From an optimization exercise on the open Yosys and OpenROAD flow, aimed at small area, a short achievable clock period and few clock cycles per item; shortcuts taken in it are not production practice. The RTL was checked by simulation tests, not by an equivalence proof against the original design. Power is estimated from default activity; no workload was simulated.

==> design/flow/design.v <==
module tnt2_permutator (
    input  wire         clk,
    input  wire         rst,           
    input  wire         cmd_valid,
    input  wire [1:0]   cmd,           
    input  wire [5:0]   len,           
    input  wire [255:0] din,           
    input  wire [63:0]  idx,           
    input  wire [2:0]   ncyc,          
    input  wire [35:0]  cyc_lens,      
    input  wire         tbl_we,        
    input  wire [7:0]   tbl_addr,
    input  wire [7:0]   tbl_data,
    output wire         ready,
    output reg          resp_valid,
    output reg  [3:0]   status,
    output reg  [255:0] dout
);
    localparam integer P  = 8;             
    localparam integer LP = 3;             
    localparam integer W  = 256 / P;       
    localparam integer LW = 8 - LP;        
    localparam integer SB = 2;             
    localparam integer QW = 64;            
    localparam [1:0] CMD_NEW = 2'd0, CMD_APPLYF = 2'd1, CMD_APPLYI = 2'd2, CMD_SEEK = 2'd3;
    localparam [3:0] ST_OK = 4'd0, ST_CONFIG = 4'd2, ST_ILLEGAL = 4'd4;
    localparam [10:0] S_IDLE = 11'b00000000001,
                     S_LENS = 11'b00000000010,   
                     S_RUN  = 11'b00000000100,   
                     S_CHK  = 11'b00000001000,   
                     S_DIV  = 11'b00000010000,   
                     S_TW   = 11'b00000100000,   
                     S_DRN  = 11'b00001000000,   
                     S_LEN2 = 11'b00010000000,   
                     S_SET  = 11'b00100000000,   
                     S_RSP  = 11'b01000000000,   
                     S_WT   = 11'b10000000000;   
    reg [10:0] state;
    assign ready = state[0];
    reg [2047:0] ring;                     
    reg [7:0]    base;                     
    reg [7:0]    bnx;                      
    reg [7:0]    bn2;                      
    reg [8:0]  clen  [0:3];                
    reg [10:0] m3    [0:3];                
    reg [8:0]  cstart[0:3];                
    reg [7:0]  ccur  [0:3];                
    reg [8:0]  thr   [0:3];                
    reg [7:0]  dwr   [0:3];                
    reg [7:0]  dnw   [0:3];                
    reg        loaded;
    reg         op_inv;                    
    reg         op_new;                    
    reg [LW-1:0] cnt;
    reg [255:0] blk;
    reg [8*P-1:0] RA;                      
    reg [8*P-1:0] WA;                      
    reg [8*P-1:0] D;                       
    reg [8*P-1:0] WAr;                     
    reg [P-1:0]   Vr;                      
    reg           wen;                     
    reg [QW-1:0]  quot;
    reg [8:0]   rem [0:3];
    reg [5:0]   dcnt;
    reg         lens_ok_r;
    reg [7:0]   wa, wd;
    reg [2:0]   n_ncyc;
    reg [35:0]  n_lens;
    integer k, c, b;
    function automatic ge9(input [8:0] a, input [8:0] bb);
        reg [8:0] gt, eq;
        reg g, e;
        integer q;
        begin
            g = 1'b0; e = 1'b1;
            for (q = 8; q >= 0; q = q - 1) begin
                g = g | (e & a[q] & ~bb[q]);
                e = e & ~(a[q] ^ bb[q]);
            end
            ge9 = g | e;
        end
    endfunction
    function automatic [7:0] add8(input [7:0] a, input [7:0] bb);
        reg [7:0] g, p, G, Pp, Gn, Pn;
        integer q, d;
        begin
            g = a & bb; p = a ^ bb;
            G = g; Pp = p;
            for (d = 1; d < 8; d = d * 2) begin
                Gn = G; Pn = Pp;
                for (q = d; q < 8; q = q + 1) begin
                    Gn[q] = G[q] | (Pp[q] & G[q-d]);
                    Pn[q] = Pp[q] & Pp[q-d];
                end
                G = Gn; Pp = Pn;
            end
            add8 = p ^ {G[6:0], 1'b0};
        end
    endfunction
    reg [8*P-1:0] D_n;
    reg [7:0] jn, dsel;
    reg [8:0] jj;
    reg       gs1, gs2, gs3, gt0, gt1, gt2, gt3, wrap;
    reg [1:0] cs;
    always @(*) begin
        for (k = 0; k < P; k = k + 1) begin
            jj  = {1'b0, bn2[7:LP], k[LP-1:0]};
            gs1 = ge9(jj, cstart[1]);
            gs2 = ge9(jj, cstart[2]);
            gs3 = ge9(jj, cstart[3]);
            gt0 = ge9(jj, thr[0]);
            gt1 = ge9(jj, thr[1]);
            gt2 = ge9(jj, thr[2]);
            gt3 = ge9(jj, thr[3]);
            cs  = gs3 ? 2'd3 : gs2 ? 2'd2 : gs1 ? 2'd1 : 2'd0;
            case (cs)
            2'd0: dsel = gt0 ? dnw[0] : dwr[0];
            2'd1: dsel = gt1 ? dnw[1] : dwr[1];
            2'd2: dsel = gt2 ? dnw[2] : dwr[2];
            default: dsel = gt3 ? dnw[3] : dwr[3];
            endcase
            D_n[8*k +: 8] = dsel;
        end
    end
    reg [8*P-1:0] A_n;
    always @(*) begin
        for (k = 0; k < P; k = k + 1) begin
            jn = {bnx[7:LP], k[LP-1:0]};
            A_n[8*k +: 8] = add8(jn, D[8*k +: 8]);
        end
    end
    wire          inv_n = state[0] ? cmd[1] : op_inv;
    reg [8*P-1:0] RA_n, WA_n;
    always @(*) begin
        for (k = 0; k < P; k = k + 1) begin
            RA_n[8*k +: 8] = inv_n ? ring[8*(P+k) +: 8] : A_n[8*k +: 8];
            WA_n[8*k +: 8] = inv_n ? A_n[8*k +: 8]       : ring[8*(P+k) +: 8];
        end
    end
    reg [P-1:0]   V_n;
    always @(*) begin
        for (k = 0; k < P; k = k + 1)
            V_n[k] = op_new | blk[RA[8*k +: 8]];
    end
    reg [255:0] hits;
    reg [7:0]   wadr;
    reg [15:0]  dhi, dlo;
    always @(*) begin
        hits = 256'd0;
        for (k = 0; k < P; k = k + 1) begin
            wadr = WAr[8*k +: 8];
            for (b = 0; b < 16; b = b + 1) begin
                dhi[b] = (wadr[7:4] == b[3:0]);
                dlo[b] = (wadr[3:0] == b[3:0]) & Vr[k];
            end
            for (b = 0; b < 256; b = b + 1)
                hits[b] = hits[b] | (dhi[b/16] & dlo[b%16]);
        end
    end
    reg [8:0]  rem_n [0:3];
    reg [10:0] t4, d1, d2, d3;
    always @(*) begin
        for (c = 0; c < 4; c = c + 1) begin
            t4 = {1'b0, rem[c][7:0], quot[QW-1 -: 2]};
            d1 = t4 - {2'b0, clen[c]};
            d2 = t4 - {1'b0, clen[c], 1'b0};
            d3 = t4 - m3[c];
            if (!d3[10])
                rem_n[c] = d3[8:0];
            else if (!d2[10])
                rem_n[c] = d2[8:0];
            else if (!d1[10])
                rem_n[c] = d1[8:0];
            else
                rem_n[c] = t4[8:0];
        end
    end
    wire ins = state[5] && (wa[7:LP] == bnx[7:LP]);
    reg [2047:0] ring_n;
    always @(*) begin
        ring_n = {ring[8*P-1:0], ring[2047:8*P]};
        if (ins)
            ring_n[8*wa[LP-1:0] +: 8] = wd;
    end
    always @(posedge clk) begin
        ring <= ring_n;
        D    <= D_n;
        RA   <= RA_n;
        WA   <= WA_n;
        WAr  <= WA;
        Vr   <= V_n;
    end
    wire [8:0] in_len0 = n_lens[8:0];
    wire [8:0] in_len1 = n_lens[17:9];
    wire [8:0] in_len2 = n_lens[26:18];
    wire [8:0] in_len3 = n_lens[35:27];
    wire [8:0] use_len0 = in_len0;
    wire [8:0] use_len1 = (n_ncyc >= 3'd2) ? in_len1 : 9'd0;
    wire [8:0] use_len2 = (n_ncyc >= 3'd3) ? in_len2 : 9'd0;
    wire [8:0] use_len3 = (n_ncyc >= 3'd4) ? in_len3 : 9'd0;
    wire [10:0] len_sum = {2'b0, use_len0} + {2'b0, use_len1} + {2'b0, use_len2} + {2'b0, use_len3};
    wire lens_ok = (n_ncyc >= 3'd1) && (n_ncyc <= 3'd4) &&
                   (in_len0 != 9'd0) &&
                   (n_ncyc < 3'd2 || in_len1 != 9'd0) &&
                   (n_ncyc < 3'd3 || in_len2 != 9'd0) &&
                   (n_ncyc < 3'd4 || in_len3 != 9'd0) &&
                   (len_sum == 11'd256);
    wire [8:0] st1 = use_len0;
    wire [8:0] st2 = use_len0 + use_len1;
    wire [8:0] st3 = use_len0 + use_len1 + use_len2;
    reg [7:0] cur_adv [0:3];
    always @(*) begin
        for (c = 0; c < 4; c = c + 1)
            cur_adv[c] = (clen[c] == 9'd0 || {1'b0, ccur[c]} + 9'd1 == clen[c]) ? 8'd0 : ccur[c] + 8'd1;
    end
    reg [7:0] tcur [0:3];
    always @(*) begin
        for (c = 0; c < 4; c = c + 1)
            tcur[c] = state[8] ? ((clen[c] != 9'd0) ? rem[c][7:0] : 8'd0) : ccur[c];
    end
    always @(posedge clk) begin
        for (c = 0; c < 4; c = c + 1) begin
            thr[c]  <= cstart[c] + {1'b0, tcur[c]};
            dwr[c]  <= clen[c][7:0] - tcur[c];
            dnw[c]  <= 8'd0 - tcur[c];
        end
    end
    wire apply_len_ok = (len != 6'd0) && (len <= 6'd32);
    always @(posedge clk) begin
        resp_valid <= 1'b0;
        if (rst) begin
            state  <= S_IDLE;
            loaded <= 1'b0;
            base   <= 8'd0;
            bnx    <= P;
            bn2    <= 2 * P;
        end else begin
            base <= bnx;
            bnx  <= bn2;
            bn2  <= bn2 + P;
            case (state)
            S_IDLE: begin
                blk  <= din;
                dout <= din;
                if (tbl_we) begin
                    wa     <= tbl_addr;
                    wd     <= tbl_data;
                    loaded <= 1'b0;
                    state  <= S_TW;
                end
                if (cmd_valid) begin
                    cnt    <= {LW{1'b0}};
                    op_inv <= 1'b0;
                    op_new <= 1'b0;
                    case (cmd)
                    CMD_NEW: begin
                        loaded <= 1'b0;
                        n_ncyc <= ncyc;
                        n_lens <= cyc_lens;
                        state  <= S_LENS;
                    end
                    CMD_APPLYF, CMD_APPLYI: begin
                        if (!apply_len_ok || !loaded) begin
                            status     <= ST_ILLEGAL;
                            resp_valid <= 1'b1;
                        end else if (len != 6'd32) begin
                            status <= ST_OK;
                            for (c = 0; c < 4; c = c + 1)
                                ccur[c] <= cur_adv[c];
                            state  <= S_WT;
                        end else begin
                            op_inv <= cmd[1];
                            status <= ST_OK;
                            state  <= S_RUN;
                        end
                    end
                    CMD_SEEK: begin
                        if (!loaded) begin
                            status     <= ST_ILLEGAL;
                            resp_valid <= 1'b1;
                        end else begin
                            if (idx[63:16] == 48'd0) begin
                                quot <= {idx[15:0], 48'd0};
                                dcnt <= 6'd8;
                            end else if (idx[63:32] == 32'd0) begin
                                quot <= {idx[31:0], 32'd0};
                                dcnt <= 6'd16;
                            end else if (idx[63:48] == 16'd0) begin
                                quot <= {idx[47:0], 16'd0};
                                dcnt <= 6'd24;
                            end else begin
                                quot <= idx;
                                dcnt <= 6'd32;
                            end
                            for (c = 0; c < 4; c = c + 1)
                                rem[c] <= 9'd0;
                            status <= ST_OK;
                            state  <= S_DIV;
                        end
                    end
                    endcase
                end
            end
            S_LENS: begin
                lens_ok_r <= lens_ok;
                clen[0]   <= use_len0;
                clen[1]   <= use_len1;
                clen[2]   <= use_len2;
                clen[3]   <= use_len3;
                m3[0]     <= {2'b0, use_len0} + {1'b0, use_len0, 1'b0};
                m3[1]     <= {2'b0, use_len1} + {1'b0, use_len1, 1'b0};
                m3[2]     <= {2'b0, use_len2} + {1'b0, use_len2, 1'b0};
                m3[3]     <= {2'b0, use_len3} + {1'b0, use_len3, 1'b0};
                cstart[0] <= 9'd0;
                cstart[1] <= (use_len1 != 9'd0) ? st1 : 9'd256;
                cstart[2] <= (use_len2 != 9'd0) ? st2 : 9'd256;
                cstart[3] <= (use_len3 != 9'd0) ? st3 : 9'd256;
                for (c = 0; c < 4; c = c + 1)
                    ccur[c] <= 8'd0;
                state     <= S_LEN2;
            end
            S_LEN2: begin
                if (lens_ok_r) begin
                    op_new <= 1'b1;
                    state  <= S_RUN;
                end else begin
                    status     <= ST_CONFIG;
                    resp_valid <= 1'b1;
                    state      <= S_IDLE;
                end
            end
            S_RUN: begin
                if (cnt == 1)
                    dout <= hits;
                else if (wen)
                    dout <= dout | hits;
                cnt  <= cnt + 1'b1;
                if (cnt == W - 2 && !op_new)
                    for (c = 0; c < 4; c = c + 1)
                        ccur[c] <= cur_adv[c];
                if (cnt == W - 1)
                    state <= S_DRN;
            end
            S_DRN: begin
                dout <= dout | hits;
                if (op_new) begin
                    state <= S_CHK;
                end else begin
                    resp_valid <= 1'b1;
                    state      <= S_IDLE;
                end
            end
            S_CHK: begin
                if (&dout) begin
                    loaded <= 1'b1;
                    status <= ST_OK;
                end else begin
                    status <= ST_CONFIG;
                end
                resp_valid <= 1'b1;
                state      <= S_IDLE;
            end
            S_DIV: begin
                quot <= quot << SB;
                for (c = 0; c < 4; c = c + 1)
                    rem[c] <= rem_n[c];
                dcnt <= dcnt - 6'd1;
                if (dcnt == 6'd1)
                    state <= S_SET;
            end
            S_SET: begin
                for (c = 0; c < 4; c = c + 1)
                    ccur[c] <= (clen[c] != 9'd0) ? rem[c][7:0] : 8'd0;
                state <= S_RSP;
            end
            S_WT: begin
                state <= S_RSP;
            end
            S_RSP: begin
                resp_valid <= 1'b1;
                state      <= S_IDLE;
            end
            S_TW: begin
                if (ins)
                    state <= S_IDLE;
            end
            default: state <= S_IDLE;
            endcase
        end
    end
    always @(posedge clk) begin
        if (rst)
            wen <= 1'b0;
        else
            wen <= state[2];
    end
endmodule
==> design/flow/run.sh <==
#!/bin/bash
# synth_recipe.tcl (not shown) runs the flow's synth.tcl, then flattens the netlist and writes it again
# the make line also repeats each setting of config.mk as NAME=value (left out here)
make -C /OpenROAD-flow-scripts/flow DESIGN_CONFIG=/design/flow/config.mk WORK_HOME=/design/flow/orfs CLKGATE_MAP_FILE= SYNTH_SCRIPT=/design/flow/synth_recipe.tcl finish
==> design/flow/config.mk <==
export PLATFORM = sky130hd
export DESIGN_NAME = tnt2_permutator
export DESIGN_NICKNAME = tnt2_permutator
export VERILOG_FILES = /design/flow/design.v
export SDC_FILE = /design/flow/constraint.sdc
export NUM_CORES = 4
export LEC_CHECK = 0
export CAP_MARGIN = 20
export CORE_MARGIN = 2
export CORE_UTILIZATION = 30
export PLACE_DENSITY = 0.4
export SLEW_MARGIN = 20
==> design/flow/constraint.sdc <==
create_clock -name core_clock -period 12.0 [get_ports {clk}]
set_input_delay 2.4000 -clock core_clock [delete_from_list [all_inputs] [get_ports {clk}]]
set_output_delay 2.4000 -clock core_clock [all_outputs]
set_load 0.01 [all_outputs]
==> reports/metrics.csv, run 1 <==
stage,metric,value,unit
layout,cell area after layout,0.1581,sq mm
power,P_sw,13.09,mW
layout,fin cells,18970,
route,DRT iter0 DRCs,13200,
worst_setup_path,Worst setup EP type,register,
floorplan,Die ar.,0.4694,sq mm
cts,Post-CTS Setup Bufs,0,
placement,PortBufs,646,
cts,clk buf depth,4,
sta,Fin Hold WS,255.3,ps
worst_setup_path,family with the most delay on the worst path,buffers and inverters,
route,first-pass iteration count of the detailed router,10,
power,Logic pwr share,0.284,
synth,async set-or-reset flop fraction in the synthesized netlist,0,
cts,Clock transition at path regs,60,ps
floorplan,Initial Util,0.3008,
floorplan,core area,0.4626,sq mm
sta,fmax,192.5,MHz
synth,Avg Synthesized Cell Area,10.08,sq um
placement,DP HPWL,528200,um
placement,placed cell area,0.1463,sq mm
power,Internal,21.27,mW
power,sw frac,0.3809,
worst_setup_path,slowest stage cell on the critical path,buf_4,
sta,Clock Skews,80.14,ps
floorplan,Ports,649,
outcome,status,"complete, no violations",
sta,Worst Tran Pin Value,1377,ps
synth,"Seq/Total Area, Yosys",0.5258,
route,total wire length,710300,um
power,LEAKAGE,56.36,nW
job,max cap viols,0,
worst_setup_path,Worst setup SP type,register,
cts,Resized cells post-CTS,0,
sta,post-layout min period,5196,ps
cts,clock latency on the worst-skew pair,1020,ps
floorplan,Die Ht,685.1,um
sta,unrepaired setup endpoints after global routing,no,
global_route,first-pass GRT wire length,939200,um
cts,CTS tree,built,
sta,Final Slew Violations,0,
floorplan,# rows,250,
sta,Final Hold Viols,0,
layout,Syn-to-layout area delta,13.59,%
global_route,antenna violations before repair,107,
sta,TNS Setup,0,ps
route,DR vias,107200,
placement,Cells after DPL,18270,
cts,total clock sinks,3248,
sta,crit share post-route,0.4330,
worst_setup_path,"critical path fanouts, max",72,
layout,fin util,0.3417,
sta,Slew headroom,0.07207,
power,maximum VDD drop,0.1190,mV
worst_setup_path,"Req. time, crit path",12820,ps
route,Routed Antenna Nets,0,
synth,number of synthesized flops with an enable pin,814,
worst_setup_path,crit-path max cell delay,810,ps
global_route,vias in the first global route,103200,
global_route,largest net degree at the start of global routing,221,
synth,Netlist cell types,113,
synth,Synth Flop Type,dfxtp_1,
layout,# nets final,13170,
placement,Placer Congestion,1.009,
route,DRC errors left,0,
min_path,Hold Path Class,reg2reg,
power,clock share of power,0.315,
route,drt wl/cell,37.45,um
cts,H-Tree Depth,5,
synth,number of synthesized register bits,3248,
worst_setup_path,kind of critical path,reg2reg,
sta,Finish-stage setup viols,0,
floorplan,width of the chip,685.1,um
route,drt via density,5.653,
power,Cell Pwr Density,217.3,mW/mm^2
global_route,GR Overflow Total,0,
power,Seq pwr share,0.401,
global_route,GRT Resource Usage Total,0.2914,
layout,# fillers,45900,
worst_setup_path,CP arrival,6020,ps
synth,cells after synthesis,13810,
cts,hold_buf cts,0,
layout,share of cells above drive strength 1,0.1211,
cts,Num CTS Buffers,348,
worst_setup_path,worst-path cell chain,"nor3_2, nand2_1, or3_1, or3_1, o21ai_4, buf_4, buf_4, buf_4, nand2_1, nand2_1",
cts,Root Driver,clkbuf_16,
synth,warnings from Yosys,12,
worst_setup_path,crit path buf inv count,3,
synth,synthesized area,0.1392,sq mm
## flip-flops by register name, summed over array words and instances, names as in the netlist, 32 cells and up
register / flops
m3: 44
WAr: 64
RA: 64
ccur: 32
n_lens: 36
rem: 32
ring: 2048
clen: 32
dwr: 32
D: 64
dnw: 32
WA: 64
thr: 34
dout: 256
blk: 256
quot: 64
## cells in the mapped netlist, drive strengths merged (38+ instances only)
master / instances / area share
a211oi: 64 / 0.0035
a21o: 52 / 0.0028
a21oi: 305 / 0.011
a221oi: 38 / 0.0024
a22oi: 128 / 0.0069
a311oi: 42 / 0.0026
a31oi: 81 / 0.0039
and3: 47 / 0.0021
buf: 225 / 0.0082
clkbuf: 2455 / 0.066
dfxtp: 2434 / 0.35
edfxtp: 814 / 0.18
ha: 294 / 0.026
inv: 296 / 0.0080
mux2: 113 / 0.0093
mux2i: 516 / 0.037
mux4: 340 / 0.055
nand2: 1481 / 0.040
nand2b: 83 / 0.0037
nand3: 179 / 0.0065
nand4: 105 / 0.0048
nor2: 369 / 0.010
nor2b: 244 / 0.011
nor3: 102 / 0.0039
nor4: 325 / 0.015
o211ai: 59 / 0.0033
o21ai: 603 / 0.022
o221ai: 43 / 0.0027
o22ai: 1116 / 0.050
xnor2: 223 / 0.014
xor2: 103 / 0.0065
## path summary, 6_finish.rpt
path	start	endpoint	slack [ps]	cells after the start
max	state[0]$_SDFFE_PP1P_	dout[5]$_DFFE_PP_	6800	10
min	ring[1932]$_DFF_P_	ring[1868]$_DFF_P_	260	0
max reg2reg	state[0]$_SDFFE_PP1P_	dout[5]$_DFFE_PP_	6800	10
min reg2reg	ring[1932]$_DFF_P_	ring[1868]$_DFF_P_	260	0
## worst register-to-register path: cells and delay by family (launching register included)
family                 cells  cell delay [ps]
AND/OR/NAND/NOR            6             1880
flip-flops                 1              480
AO/OA/AOI/OAI              1              520
buffers and inverters      3             2180
## placed cells by master, fill, tap and decap left out, types with 38 or more instances in the layout
cell type,count
xor2_1,103
nor4_1,261
diode_2,63
a311oi_1,41
edfxtp_1,814
nand4_1,104
nand2_1,1470
nor2_1,365
nand3_1,162
and3_1,46
a21oi_1,299
o211ai_1,57
a22oi_1,128
ha_1,294
o22ai_1,1116
o221ai_1,43
clkinv_2,46
nor4_2,61
xnor2_1,220
clkbuf_8,64
a31oi_1,77
nor2b_1,243
inv_1,292
mux2_2,92
dfxtp_1,2407
clkbuf_16,366
a221oi_1,38
a211oi_1,61
clkbuf_1,78
clkdlybuf4s50_1,645
o21ai_0,570
nand2b_1,83
buf_4,316
nor3_1,87
a21o_1,52
mux4_2,340
mux2i_1,515
## power groups by stage
stage / logic (mW) / clock network, mW / registers, mW
detailed placement: 9.31 / 0 / 13.9
global placement: 9.31 / 0 / 13.9
CTS: 9.35 / 11.2 / 13.7
floorplan: 4.76 / 0 / 12.9
global route: 9.76 / 11.6 / 13.8
finish: 9.77 / 10.8 / 13.8
## kinds of logic (layout without fill, tap and decap cells)
kind of cell,Yosys count,in the layout,synth area share
flip-flops,3248,3248,0.5258
adder cells (fa/ha/maj),348,348,0.03300
other,1,65,0.00002695
buffers and inverters,2979,1896,0.08255
AO/OA/AOI/OAI,2827,2827,0.1303
AND/OR/NAND/NOR,3113,3113,0.1064
multiplexers,969,969,0.1015
XOR/XNOR,326,326,0.02052
## area by class of cell
cell class / instances / area (sq um) / area share
Antenna cell: 63 / 157.7 / 0.0009973
Clock buffer: 510 / 10340 / 0.06544
Clock inverter: 118 / 1276 / 0.008073
Inverter: 299 / 1122 / 0.007100
Multi-Input combinational cell: 7585 / 55270 / 0.3496
Sequential cell: 3248 / 73250 / 0.4633
Tap cell: 6174 / 7725 / 0.04887
Timing Repair Buffer: 969 / 8945 / 0.05658
## through the flow
stage               total power, mW  worst slack [ps]
finish                        34.36              6804
global route                  35.12              6578
CTS                           34.20              6893
detailed placement            23.24              5869
global placement              23.22              5877
floorplan                     17.65              2037
## routing by layer
metal,part of all wire,vias to the layer above,track usage
met5,0.00036,-,0.004898
met4,0.080,24,0.1975
met3,0.087,1750,0.07852
met2,0.45,6450,0.4632
met1,0.38,53610,0.3438
li1,-,45380,-
Testbench counts, summed over its fixed seeds: cycles 16,928, items 448.
==> run 2: changes to the inputs <==
--- a/design/flow/design.v
+++ b/design/flow/design.v
@@ -24,18 +24,19 @@
     localparam integer QW = 64;            
     localparam [1:0] CMD_NEW = 2'd0, CMD_APPLYF = 2'd1, CMD_APPLYI = 2'd2, CMD_SEEK = 2'd3;
     localparam [3:0] ST_OK = 4'd0, ST_CONFIG = 4'd2, ST_ILLEGAL = 4'd4;
-    localparam [10:0] S_IDLE = 11'b00000000001,
-                     S_LENS = 11'b00000000010,   
-                     S_RUN  = 11'b00000000100,   
-                     S_CHK  = 11'b00000001000,   
-                     S_DIV  = 11'b00000010000,   
-                     S_TW   = 11'b00000100000,   
-                     S_DRN  = 11'b00001000000,   
-                     S_LEN2 = 11'b00010000000,   
-                     S_SET  = 11'b00100000000,   
-                     S_RSP  = 11'b01000000000,   
-                     S_WT   = 11'b10000000000;   
-    reg [10:0] state;
+    localparam [11:0] S_IDLE = 12'b000000000001,
+                     S_LENS = 12'b000000000010,   
+                     S_RUN  = 12'b000000000100,   
+                     S_CHK  = 12'b000000001000,   
+                     S_DIV  = 12'b000000010000,   
+                     S_TW   = 12'b000000100000,   
+                     S_DRN  = 12'b000001000000,   
+                     S_LEN2 = 12'b000010000000,   
+                     S_SET  = 12'b000100000000,   
+                     S_RSP  = 12'b001000000000,   
+                     S_WT   = 12'b010000000000,   
+                     S_NRM  = 12'b100000000000;   
+    reg [11:0] state;
     assign ready = state[0];
     reg [2047:0] ring;                     
     reg [7:0]    base;                     
@@ -240,8 +241,6 @@
             bn2  <= bn2 + P;
             case (state)
             S_IDLE: begin
-                blk  <= din;
-                dout <= din;
                 if (tbl_we) begin
                     wa     <= tbl_addr;
                     wd     <= tbl_data;
@@ -279,23 +278,11 @@
                             status     <= ST_ILLEGAL;
                             resp_valid <= 1'b1;
                         end else begin
-                            if (idx[63:16] == 48'd0) begin
-                                quot <= {idx[15:0], 48'd0};
-                                dcnt <= 6'd8;
-                            end else if (idx[63:32] == 32'd0) begin
-                                quot <= {idx[31:0], 32'd0};
-                                dcnt <= 6'd16;
-                            end else if (idx[63:48] == 16'd0) begin
-                                quot <= {idx[47:0], 16'd0};
-                                dcnt <= 6'd24;
-                            end else begin
-                                quot <= idx;
-                                dcnt <= 6'd32;
-                            end
+                            quot <= idx;
                             for (c = 0; c < 4; c = c + 1)
                                 rem[c] <= 9'd0;
                             status <= ST_OK;
-                            state  <= S_DIV;
+                            state  <= S_NRM;
                         end
                     end
                     endcase
@@ -330,10 +317,6 @@
                 end
             end
             S_RUN: begin
-                if (cnt == 1)
-                    dout <= hits;
-                else if (wen)
-                    dout <= dout | hits;
                 cnt  <= cnt + 1'b1;
                 if (cnt == W - 2 && !op_new)
                     for (c = 0; c < 4; c = c + 1)
@@ -342,7 +325,6 @@
                     state <= S_DRN;
             end
             S_DRN: begin
-                dout <= dout | hits;
                 if (op_new) begin
                     state <= S_CHK;
                 end else begin
@@ -360,6 +342,21 @@
                 resp_valid <= 1'b1;
                 state      <= S_IDLE;
             end
+            S_NRM: begin
+                if (quot[63:16] == 48'd0) begin
+                    quot <= {quot[15:0], 48'd0};
+                    dcnt <= 6'd8;
+                end else if (quot[63:32] == 32'd0) begin
+                    quot <= {quot[31:0], 32'd0};
+                    dcnt <= 6'd16;
+                end else if (quot[63:48] == 16'd0) begin
+                    quot <= {quot[47:0], 16'd0};
+                    dcnt <= 6'd24;
+                end else begin
+                    dcnt <= 6'd32;
+                end
+                state <= S_DIV;
+            end
             S_DIV: begin
                 quot <= quot << SB;
                 for (c = 0; c < 4; c = c + 1)
@@ -388,6 +385,19 @@
             endcase
         end
     end
+    reg c_first, c_acc;
+    always @(posedge clk) begin
+        c_first <= state[2] && cnt == 0;
+        c_acc   <= state[2] && cnt != 0;
+        if (state[0])
+            blk <= din;
+        if (state[0])
+            dout <= din;
+        else if (c_first)
+            dout <= hits;
+        else if (c_acc)
+            dout <= dout | hits;
+    end
     always @(posedge clk) begin
         if (rst)
             wen <= 1'b0;
==> run 2 against run 1 <==
Compared with the run above: first-iteration DRC count increased by 17%; still clean; die area about the same; wire length grew 21%; count of clock-buffer cells in the layout decreased by 45.
==> reports/metrics.csv, run 2 <==
stage,metric,value,unit
power,maximum VDD drop,0.1374,mV
worst_setup_path,CP arrival,2570,ps
layout,fin util,0.3461,
synth,number of synthesized flops with an enable pin,814,
power,Internal,21.98,mW
worst_setup_path,Worst setup EP type,output port,
synth,Avg Synthesized Cell Area,10.27,sq um
outcome,status,"complete, no violations",
power,clock share of power,0.313,
cts,Post-CTS Setup Bufs,0,
synth,top-area cell type share of the netlist area,0.3501,
global_route,largest net degree at the start of global routing,138,
synth,Post-synth top cells,"dfxtp_1, clkbuf_1, edfxtp_1, nand2_1, o22ai_1",
cts,Num CTS Buffers,352,
route,drt wl/cell,45.13,um
global_route,GR Util met1,0.4183,
synth,"count leader, synth",dfxtp_1,
cts,Root Driver,clkbuf_16,
worst_setup_path,Worst setup SP type,register,
min_path,"Endpoint, Worst Hold",ring[804]$_DFF_P_,
route,first-pass iteration count of the detailed router,10,
power,sw frac,0.3968,
worst_setup_path,worst-path cell chain,clkdlybuf4s50_1,
route,Routed Antenna Nets,0,
layout,# nets final,13050,
synth,synthesized area,0.1393,sq mm
cts,clock latency on the worst-skew pair,1020,ps
worst_setup_path,family with the most delay on the worst path,buffers and inverters,
layout,# fillers,45890,
synth,number of synthesized register bits,3250,
global_route,GRT Resource Usage Total,0.3520,
global_route,GR Overflow Total,0,
placement,Placer Congestion,1.037,
cts,CTS tree,built,
sta,TNS Setup,0,ps
cts,Resized cells post-CTS,0,
global_route,global-route met2 utilization,0.5166,
floorplan,Die ar.,0.4698,sq mm
route,DR vias,114100,
placement,PortBufs,646,
cts,hold_buf cts,0,
sta,Final Hold Viols,0,
job,max cap viols,0,
worst_setup_path,slowest stage cell on the critical path,clkdlybuf4s50_1,
floorplan,Die Ht,685.4,um
global_route,met3 Usage GRT,0.1073,
sta,Finish-stage setup viols,0,
floorplan,# rows,250,
synth,async set-or-reset flop fraction in the synthesized netlist,0,
power,Total Power,36.43,mW
route,total wire length,857400,um
worst_setup_path,"Req. time, crit path",9600,ps
cts,H-Tree Depth,5,
placement,Cells after DPL,18140,
worst_setup_path,kind of critical path,reg2out,
placement,DP HPWL,627400,um
layout,"commonest non-fill, non-tap cell in the layout",dfxtp_1,
sta,fmax,201.2,MHz
layout,Largest register FFs,2048,
min_path,hold path cells,0,
synth,cells after synthesis,13570,
cts,Clock transition at path regs,60,ps
layout,register area,0.07328,sq mm
synth,Yosys top cell by area,dfxtp_1,
floorplan,Ports,649,
layout,top flop regs,"ring (2048), blk (256), dout (256)",
sta,post-layout min period,4970,ps
worst_setup_path,"critical path fanouts, max",3,
layout,share of cells above drive strength 1,0.1370,
synth,synth top area cells,"dfxtp_1, edfxtp_1, clkbuf_1",
sta,Final Slew Violations,0,
power,Seq pwr share,0.403,
layout,Top reg by flops,ring,
cts,clk buf depth,4,
global_route,vias in the first global route,106800,
synth,Synth Flop Type,dfxtp_1,
synth,Netlist cell types,101,
floorplan,width of the chip,685.4,um
min_path,Hold Path Class,reg2reg,
power,Cell Pwr Density,227.4,mW/mm^2
layout,area of the multi-input gates,0.05632,sq mm
global_route,gr busiest metal,met2,
worst_setup_path,crit path buf inv count,1,
route,DRT iter0 DRCs,15510,
sta,Clock Skews,102.6,ps
sta,Slew headroom,0.04342,
sta,crit share post-route,0.4141,
route,DRC errors left,0,
floorplan,Initial Util,0.3009,
cts,total clock sinks,3250,
layout,fin cells,19000,
worst_setup_path,Critical R2R Capture,lens_ok_r$_DFFE_PP_,
floorplan,core area,0.4629,sq mm
sta,unrepaired setup endpoints after global routing,no,
worst_setup_path,flop-to-flop setup slack,7320,ps
synth,"Seq/Total Area, Yosys",0.5255,
power,LEAKAGE,57.56,nW
synth,warnings from Yosys,12,
sta,Worst Tran Pin Value,1435,ps
global_route,first-pass GRT wire length,1098000,um
worst_setup_path,Reg2Reg Depth,14,
worst_setup_path,worst r2r src,n_ncyc[2]$_DFFE_PP_,
power,P_sw,14.46,mW
layout,Syn-to-layout area delta,15.01,%
layout,"commonest non-fill, non-tap cells in the layout","dfxtp_1, edfxtp_1, nand2_1",
power,Logic pwr share,0.284,
global_route,antenna violations before repair,137,
worst_setup_path,crit-path max cell delay,1110,ps
route,drt via density,6.008,
min_path,hold path start,ring[868]$_DFF_P_,
-- run 2: worst register-to-register path, cell delays in order (launching register included) --
cell       delay, ps
edfxtp_1         570
or2_2            490
nand2_1          130
inv_1            100
fa_1             430
fa_1             520
ha_1             180
inv_1             70
fa_1             520
or4b_2           580
a2111oi_0        450
o2111ai_1        170
nor3_1           160
nand4_1          110
nor2_1           100
-- run 2: cell type report --
type                       instances  area share
antenna                          202    0.003155
clock buffer                     465     0.06199
clock inverter                   186     0.01400
inverter                         286    0.006779
multi-input combinational       7453      0.3515
sequential                      3250      0.4574
tap                             6174     0.04822
timing repair buffer             981     0.05690
-- run 2: worst max path at each step --
stage / start / end / slack (ps) / depth (start not counted)
global route: n_ncyc[2]$_DFFE_PP_ / lens_ok_r$_DFFE_PP_ / 6950 / 15
floorplan: state[0]$_SDFFE_PP1P_ / dout[0]$_DFFE_PP_ / 1590 / 4
finish: dout[154]$_DFFE_PP_ / dout[154] / 7030 / 1
detailed placement: cmd[1] / ccur[1][5]$_DFFE_PP_ / 6650 / 8
CTS: dout[96]$_DFFE_PP_ / dout[96] / 7080 / 1
global placement: dout[155]$_DFFE_PP_ / status[1]$_DFFE_PP_ / 6390 / 6
-- run 2: per-stage QoR --
| stage | area (sq um) | hold slack, ps | worst slack, ps |
|---|---|---|---|
| after global routing | 160000 | 264.9 | 6950 |
| after global placement | 147100 | 309.5 | 6395 |
| final | 160200 | 246.5 | 7030 |
| after CTS | 159500 | 266.8 | 7082 |
| after floorplan | 139300 | 309.6 | 1593 |
| after detailed placement | 147300 | 312.1 | 6652 |
-- run 2: cells by family (layout without fill, tap and decap cells) --
family,count (synthesis),after routing,synth area share
AO/OA/AOI/OAI,3167,3167,0.1478
XOR/XNOR,324,324,0.02037
adder cells (fa/ha/maj),360,360,0.03420
buffers and inverters,2863,1918,0.07773
flip-flops,3250,3250,0.5255
multiplexers,992,992,0.1032
other,1,204,0.00002692
AND/OR/NAND/NOR,2608,2608,0.09117
-- run 2: power groups by stage --
stage	clock, mW	combinational, mW	sequential, mW
CTS	11.7	9.76	14.5
finish	11.4	10.3	14.7
global route	12.1	10.3	14.6
global placement	0	9.75	14.8
detailed placement	0	9.73	14.8
floorplan	0	4.78	13.3
-- run 2: layer usage --
metal  wire, um  vias to the layer above  share of wire
li1           -                    45360              -
met5        485                        -        0.00057
met4      88990                       37           0.10
met1     325400                    57910           0.38
met2     360900                     8396           0.42
met3      81650                     2434          0.095
Testbench counts of run 2, summed over its fixed seeds: cycles 16,992, items 448.
==> run 3: changes to the inputs <==
--- a/design/flow/design.v
+++ b/design/flow/design.v
@@ -63,7 +63,6 @@
     reg [QW-1:0]  quot;
     reg [8:0]   rem [0:3];
     reg [5:0]   dcnt;
-    reg         lens_ok_r;
     reg [7:0]   wa, wd;
     reg [2:0]   n_ncyc;
     reg [35:0]  n_lens;
@@ -200,12 +199,13 @@
     wire [8:0] use_len2 = (n_ncyc >= 3'd3) ? in_len2 : 9'd0;
     wire [8:0] use_len3 = (n_ncyc >= 3'd4) ? in_len3 : 9'd0;
     wire [10:0] len_sum = {2'b0, use_len0} + {2'b0, use_len1} + {2'b0, use_len2} + {2'b0, use_len3};
-    wire lens_ok = (n_ncyc >= 3'd1) && (n_ncyc <= 3'd4) &&
+    wire lens_nz = (n_ncyc >= 3'd1) && (n_ncyc <= 3'd4) &&
                    (in_len0 != 9'd0) &&
                    (n_ncyc < 3'd2 || in_len1 != 9'd0) &&
                    (n_ncyc < 3'd3 || in_len2 != 9'd0) &&
-                   (n_ncyc < 3'd4 || in_len3 != 9'd0) &&
-                   (len_sum == 11'd256);
+                   (n_ncyc < 3'd4 || in_len3 != 9'd0);
+    reg        lens_nz_r;
+    reg [10:0] len_sum_r;
     wire [8:0] st1 = use_len0;
     wire [8:0] st2 = use_len0 + use_len1;
     wire [8:0] st3 = use_len0 + use_len1 + use_len2;
@@ -289,7 +289,8 @@
                 end
             end
             S_LENS: begin
-                lens_ok_r <= lens_ok;
+                lens_nz_r <= lens_nz;
+                len_sum_r <= len_sum;
                 clen[0]   <= use_len0;
                 clen[1]   <= use_len1;
                 clen[2]   <= use_len2;
@@ -307,7 +308,7 @@
                 state     <= S_LEN2;
             end
             S_LEN2: begin
-                if (lens_ok_r) begin
+                if (lens_nz_r && len_sum_r == 11'd256) begin
                     op_new <= 1'b1;
                     state  <= S_RUN;
                 end else begin
--- a/design/flow/config.mk
+++ b/design/flow/config.mk
@@ -8,5 +8,6 @@
 export CAP_MARGIN = 20
 export CORE_MARGIN = 2
 export CORE_UTILIZATION = 30
+export CTS_CLUSTER_SIZE = 40
 export PLACE_DENSITY = 0.4
 export SLEW_MARGIN = 20
==> run 3 against run 2 <==
Compared with the run above: sequential share of layout area increased by 0.23 points; first-iteration DRC count increased by 7.8%; worst hold slack improved by 15 ps; largest cell class unchanged; still clean on timing, DRC and antenna; combinational power increased by 11%; critical path type unchanged.
==> reports/metrics.csv, run 3 <==
stage,metric,value,unit
outcome,status,"complete, no violations",
sta,Slew headroom,0.07106,
floorplan,core area,0.4636,sq mm
layout,top flop regs,"ring (2048), blk (256), dout (256)",
layout,# fillers,46110,
synth,Synth Flop Type,dfxtp_1,
sta,unrepaired setup endpoints after global routing,no,
min_path,hold path start,ring[2044]$_DFF_P_,
route,first-pass iteration count of the detailed router,8,
placement,Cells after DPL,18220,
cts,total clock sinks,3261,
synth,cells after synthesis,13670,
layout,Largest register FFs,2048,
global_route,largest net degree at the start of global routing,123,
layout,fin cells,19040,
worst_setup_path,Worst setup EP type,output port,
worst_setup_path,crit path buf inv count,1,
worst_setup_path,kind of critical path,reg2out,
cts,Clock transition at path regs,60,ps
synth,"Seq/Total Area, Yosys",0.5267,
route,DRT iter0 DRCs,16730,
sta,crit share post-route,0.4048,
route,drt wl/cell,45.20,um
floorplan,Initial Util,0.3012,
min_path,"Endpoint, Worst Hold",ring[1980]$_DFF_P_,
sta,Finish-stage setup viols,0,
synth,Yosys top cell by area,dfxtp_1,
cts,Post-CTS Setup Bufs,0,
floorplan,Ports,649,
cts,H-Tree Depth,5,
cts,Num CTS Buffers,354,
layout,share of cells above drive strength 1,0.1297,
route,top sig layer,met5,
worst_setup_path,CP arrival,2460,ps
worst_setup_path,"critical path fanouts, max",3,
route,DRC errors left,0,
global_route,GR Overflow Total,0,
synth,number of synthesized register bits,3261,
worst_setup_path,slowest stage cell on the critical path,edfxtp_1,
route,Routed Antenna Nets,0,
layout,Syn-to-layout area delta,14.69,%
synth,number of synthesized flops with an enable pin,825,
synth,Post-synth top cells,"clkbuf_1, dfxtp_1, edfxtp_1, nand2_1, o22ai_1",
power,Total Power,37.32,mW
layout,"commonest non-fill, non-tap cell in the layout",dfxtp_1,
floorplan,# rows,250,
cts,hold_buf cts,0,
placement,DP HPWL,636500,um
worst_setup_path,Reg2Reg Depth,15,
worst_setup_path,worst-path cell chain,clkdlybuf4s50_1,
placement,Placer Congestion,1.088,
sta,TNS Setup,0,ps
cts,Resized cells post-CTS,0,
synth,async set-or-reset flop fraction in the synthesized netlist,0,
cts,clock latency on the worst-skew pair,1030,ps
sta,Final Hold Viols,0,
route,DR vias,114600,
route,total wire length,860500,um
worst_setup_path,worst r2r src,n_ncyc[2]$_DFFE_PP_,
power,maximum VDD drop,0.1530,mV
synth,Avg Synthesized Cell Area,10.22,sq um
global_route,GRT Resource Usage Total,0.3522,
layout,Top reg by flops,ring,
worst_setup_path,flop-to-flop setup slack,7460,ps
synth,synth top area cells,"dfxtp_1, edfxtp_1, clkbuf_1",
job,max cap viols,0,
cts,clk buf depth,4,
route,drt via density,6.018,
route,met3 WL,87750,um
min_path,Hold Path Class,reg2reg,
sta,Fin Hold WS,261.7,ps
worst_setup_path,"Req. time, crit path",9600,ps
route,Met2 Routed Length,362500,um
worst_setup_path,Critical R2R Capture,cstart[3][8]$_SDFFCE_PN1P_,
sta,Final Slew Violations,0,
global_route,vias in the first global route,106200,
layout,# nets final,13140,
floorplan,Die Ht,686.2,um
global_route,antenna violations before repair,192,
synth,synthesized area,0.1396,sq mm
worst_setup_path,Worst setup SP type,register,
worst_setup_path,crit-path max cell delay,770,ps
sta,fmax,205.9,MHz
min_path,hold path cells,0,
sta,post-layout min period,4858,ps
layout,"commonest non-fill, non-tap cells in the layout","dfxtp_1, edfxtp_1, o22ai_1",
global_route,first-pass GRT wire length,1097000,um
synth,"count leader, synth",clkbuf_1,
floorplan,width of the chip,686.2,um
cts,Root Driver,clkbuf_16,
floorplan,Die ar.,0.4709,sq mm
power,LEAKAGE,57.48,nW
cts,CTS tree,built,
power,Cell Pwr Density,233.0,mW/mm^2
synth,top-area cell type share of the netlist area,0.3493,
sta,Worst Tran Pin Value,1390,ps
worst_setup_path,family with the most delay on the worst path,flip-flops,
route,met1 wire length,334100,um
placement,PortBufs,646,
synth,Netlist cell types,102,
synth,warnings from Yosys,12,
sta,Clock Skews,123.8,ps
[run 3: per-layer routing]
layer	GRT usage	vias up
li1	-	45490
met4	0.2570	52
met3	0.1130	2391
met2	0.5162	8503
met1	0.4334	58120
met5	0.004490	-
[run 3: logic make-up (layout without fill, tap and decap cells)]
kind of cell / count (synthesis) / after routing / synth area share
adders and majority gates: 353 / 353 / 0.03375
muxes: 973 / 973 / 0.1012
other: 1 / 170 / 0.00002686
DFF: 3261 / 3261 / 0.5267
xor gates and xnor gates: 318 / 318 / 0.01995
and+or+nand+nor: 2619 / 2619 / 0.09162
AOI/OAI and AO/OA: 3202 / 3202 / 0.1474
buffers and inverters: 2938 / 1966 / 0.07932
[run 3: worst max-delay path by stage]
stage                                       endpoint                   from  slack [ps]  cells past startpoint
after floorplan                 clen[0][1]$_DFFE_PP_  state[0]$_SDFFE_PP1P_         830                      3
after global placement          ccur[1][2]$_DFFE_PP_                 cmd[1]        6550                      8
after detailed placement        ccur[1][4]$_DFFE_PP_                 cmd[1]        6540                      8
after CTS                                   dout[12]     dout[12]$_DFFE_PP_        7160                      1
after global routing      cstart[3][8]$_SDFFCE_PN1P_    n_ncyc[2]$_DFFE_PP_        7040                     15
final                                       dout[16]     dout[16]$_DFFE_PP_        7140                      1
[run 3: through the flow]
step,utilization,worst slack (ps),area (sq um)
after floorplan,-,831.5,139600
after global placement,0.3180,6547,147400
after detailed placement,0.3184,6540,147600
after CTS,0.3442,7155,159600
after global routing,0.3449,7043,159900
final,0.3454,7142,160100
[run 3: power breakdown]
part           internal, mW  switching (mW)
registers              12.3            2.41
logic                  3.44            7.92
clock network          6.43            4.77
[run 3: worst register-to-register path, stage by stage, from the launching register on]
cell and delay (ps):
edfxtp_1 580, or2_2 440, nand2_1 130, clkinv_1 250, xnor2_1 250, ha_1 220, a2111oi_0 580, nor3_1 150
xor2_1 230, ha_1 300, and2_1 150, a22o_1 210, o41ai_1 330, xnor2_1 180, xnor2_1 150, o21ai_0 100
[run 3: area by class of cell]
cell class	instances	area, sq um	area share
Multi-Input combinational cell	7467	55870	0.3489
Clock inverter	124	1652	0.01031
Timing Repair Buffer	1010	9306	0.05812
Clock buffer	515	10350	0.06462
Sequential cell	3261	73620	0.4597
Tap cell	6174	7725	0.04824
Antenna cell	168	420.4	0.002625
Inverter	317	1200	0.007493
Testbench counts of run 3, summed over its fixed seeds: cycles 16,992, items 448.

==> separate check: timing with driven ports <==
In the flow no input, the clock included, has a driving cell. The finished layouts below were timed again as built, in two steps. Step 1 sets driving cells, clkbuf_16 on the clock port and buf_2 on the other inputs (assumed; they add their load-dependent delay and slew). Step 2 times the ports against the registers' clock, not the clock port: input delays grow and output delays shrink by t, the midpoint of the rising clock arrivals with the driver on. Slacks: ideal ports / drivers / drivers and shift; pairs: ideal ports / drivers.
run	t, ns	slack for setup (ns)	worst setup path after step 2	slew at the worst register clock pin (ns)	pins driven straight from the clock port
run 1	1.081	6.804 / 6.804 / 5.998	input to register	0.08 / 0.08	1
run 2	1.100	7.030 / 6.902 / 6.675	input to register	0.08 / 0.08	1
run 3	1.101	7.142 / 7.011 / 6.546	input to register	0.07 / 0.07	1
After both steps every run listed still meets setup and hold. The setup slack of run 1, which loses most, moves by 0.000 ns with the drivers and by -0.806 ns with both steps.
